This design comes from an exercise in tuning for small area, a short achievable clock period and few clock cycles on the open sky130 flow, not from production work. Only simulation tests tie the RTL to the original design; equivalence was not proved. Power figures rest on the tool's default switching activity, not on a simulated workload.

// fcv_top
module fcv_top (
    input  wire        clk,
    input  wire        rst,
    input  wire        req,
    input  wire        we,
    input  wire [3:0]  addr,
    input  wire [31:0] wdata,
    output wire        ack,
    output reg  [31:0] rdata,
    input  wire        rx_valid,
    input  wire [7:0]  rx_data,
    output wire        tx_valid,
    output wire [7:0]  tx_data,
    input  wire        tx_ready
);
    localparam A_CMD = 4'd0, A_ARG = 4'd1, A_STATUS = 4'd2, A_QSTAT = 4'd3,
               A_CAP = 4'd4, A_CRCR = 4'd5, A_DECR = 4'd6, A_FB0 = 4'd7,
               A_FB1 = 4'd8, A_FB2 = 4'd9, A_RF0 = 4'd10, A_RF1 = 4'd11,
               A_RF2 = 4'd12, A_RF3 = 4'd13, A_RF4 = 4'd14, A_RF5 = 4'd15;
    reg [31:0] arg;
    reg [79:0] fb;           
    reg [7:0]  crcr;
    reg [15:0] decr_hi, decr_lo;
    reg        decr_s16;     
    reg [63:0] rfb;          
    reg        m_st210, m_in210, m_115, m_in115;    
  ...
Size in the first run: roughly 3600 cells after synthesis, about 92 I/O pins, about 37000 um2 of cells after synthesis.
make LEC_CHECK=0 CAP_MARGIN=20 CORE_MARGIN=2 CORE_UTILIZATION=65 CTS_BUF_LIST=sky130_fd_sc_hd__clkbuf_16 CTS_CLUSTER_DIAMETER=100 CTS_CLUSTER_SIZE=20 PLACE_DENSITY=0.8 SETUP_SLACK_MARGIN=1.2 SLEW_MARGIN=20 finish   # period 5.0 ns
run.sh (not shown) runs the stock make flow with config.mk's settings and CLKGATE_MAP_FILE= SYNTH_SCRIPT=/design/flow/synth_recipe.tcl, a recipe that flattens the netlist after the stock synthesis.
The baseline completed with no timing, DRC or antenna violations.
Testbench counts at the start, summed over its fixed seeds: cycles 19,071.
Next try:
Settings changed: CORE_UTILIZATION 65 to 55, PLACE_DENSITY 0.8 to 0.7.
- hold slack improved by 0.021 ns
- via count decreases by 3.1%
- final cell count climbs by about 2.4%
- die area rose by 18%
- setup slack loses 0.035 ns
- sequential share of layout area is about the same
- clock skew came out lower by 0.0095 ns
Next try:
Settings changed: SETUP_SLACK_MARGIN 1.2 to 1.1.
Result: Cell area goes down by 0.35%. Clock skew went up by 0.022 ns. Worst setup slack is about the same. Power stays flat. Sequential share of layout area goes up by 0.11 points. Wire length stays flat. Clock power stays flat.

fcv_top again, from the RTL that the note above started with.
==> flow/design.v (excerpt) <==
module fcv_top (
    input  wire        clk,
    input  wire        rst,
    input  wire        req,
    input  wire        we,
    input  wire [3:0]  addr,
    input  wire [31:0] wdata,
    output wire        ack,
    output reg  [31:0] rdata,
    input  wire        rx_valid,
    input  wire [7:0]  rx_data,
    output wire        tx_valid,
    output wire [7:0]  tx_data,
    input  wire        tx_ready
);
    localparam A_CMD = 4'd0, A_ARG = 4'd1, A_STATUS = 4'd2, A_QSTAT = 4'd3,
               A_CAP = 4'd4, A_CRCR = 4'd5, A_DECR = 4'd6, A_FB0 = 4'd7,
               A_FB1 = 4'd8, A_FB2 = 4'd9, A_RF0 = 4'd10, A_RF1 = 4'd11,
               A_RF2 = 4'd12, A_RF3 = 4'd13, A_RF4 = 4'd14, A_RF5 = 4'd15;
    reg [31:0] arg;
    reg [79:0] fb;           
    reg [7:0]  crcr;
    reg [15:0] decr_hi, decr_lo;
    reg        decr_s16;     
    reg [63:0] rfb;          
    reg        m_st210, m_in210, m_115, m_in115;    
    reg [2:0]  kind;
    reg        valid;
    reg        pending;
    reg        variant;
    reg        rxovf;
    reg [1:0]  err;
    reg        src_fb;       
    wire [7:0] opc = wdata[7:0];
    wire [7:0] a8  = wdata[15:8];
    wire [7:0] b8  = wdata[23:16];
    wire wr  = req && we;
    wire cmd = wr && (addr == A_CMD);
    wire op_nop   = (opc == 8'h00);
    wire op_clr   = (opc == 8'h01);
    wire op_upd   = (opc == 8'h02);
    wire op_crcfb = (opc == 8'h03);
    wire op_valid = (opc == 8'h04);
    wire op_d16   = (opc == 8'h05);
    wire op_d32   = (opc == 8'h06);
    wire op_stop  = (opc == 8'h10);
    wire op_ctrl  = (opc == 8'h11);
    wire op_chgid = (opc == 8'h12);
    wire op_chgmd = (opc == 8'h13);
    wire op_idchk = (opc == 8'h14);
    wire op_reqin = (opc == 8'h15);
    wire op_setv  = (opc == 8'h18);
    wire op_poll  = (opc == 8'h20);
    wire op_flush = (opc == 8'h21);
    wire op_enc   = op_stop | op_ctrl | op_chgid | op_chgmd | op_idchk | op_reqin;
    wire [79:0] rxh;
    wire [5:0]  rx_count, tx_count;
    wire        rx_full;
    wire        rx_ge10 = (rx_count >= 6'd10);
    wire need_fb = cmd && (op_crcfb || op_valid);
    wire need_rx = cmd && op_poll && rx_ge10;
  ...
export LEC_CHECK = 0
export CAP_MARGIN = 20
export CORE_MARGIN = 2
export CORE_UTILIZATION = 65
export CTS_BUF_LIST = sky130_fd_sc_hd__clkbuf_16
export CTS_CLUSTER_DIAMETER = 100
export CTS_CLUSTER_SIZE = 20
export PLACE_DENSITY = 0.8
export SETUP_SLACK_MARGIN = 1.5
export SLEW_MARGIN = 20
create_clock -name core_clock -period 5.0 [get_ports {clk}]
Testbench counts at the start, summed over its fixed seeds: cycles 19,071.
Then changed:
- CORE_UTILIZATION: 65 -> 70
- PLACE_DENSITY: 0.8 -> 0.85
- SETUP_SLACK_MARGIN: 1.5 -> 1.2
Effect: Cell count fell by 5.5%. Synthesized cell count is unchanged. Sequential share of layout area rose by 3.0 points. Sequential power hardly moves. Total power fell by 5.6%. Wire length falls by 12%. Global-route usage shrinks by 0.48 points. Worst setup slack degrades by 0.14 ns.

-- port drivers added, routing unchanged --
How much do the figures lean on ideal ports? The routed layouts below were timed once more, with nothing changed but the port constraints.
Step 1 (the two cells are an assumption about what drives the block):
set clk [get_ports {clk}]
set_driving_cell -lib_cell sky130_fd_sc_hd__clkbuf_16 $clk
set_driving_cell -lib_cell sky130_fd_sc_hd__buf_2 [delete_from_list [all_inputs] $clk]
Step 2 adds t to the input delays and takes it off the output delays; t is the mean of the earliest and latest rising clock arrival at the registers after step 1. Input paths then give back, and output paths get back, about the clock's delay inside the block.
a / b / c = ideal ports / drivers / drivers and shift; a / b = the first two.
run | t (ns) | setup slack, ns | worst setup path after step 2 | clock arrival spread, ns
the first run of note 1 | 0.689 | 1.106 / 1.106 / 0.564 | input to register | 0.035 / 0.034
the second run of note 1 | 0.707 | 1.071 / 1.042 / 0.461 | input to register | 0.026 / 0.026
the third run of note 1 | 0.684 | 1.068 / 1.045 / 0.472 | input to register | 0.046 / 0.046
the first run of note 2 | 0.694 | 1.170 / 1.071 / 0.681 | input to register | 0.043 / 0.043
the second run of note 2 | 0.702 | 1.028 / 0.959 / 0.576 | input to register | 0.033 / 0.033
After both steps every run listed still meets setup and hold. For the second run of note 1, which loses most, drivers alone change the setup slack by -0.029 ns; drivers and shift together by -0.610 ns.
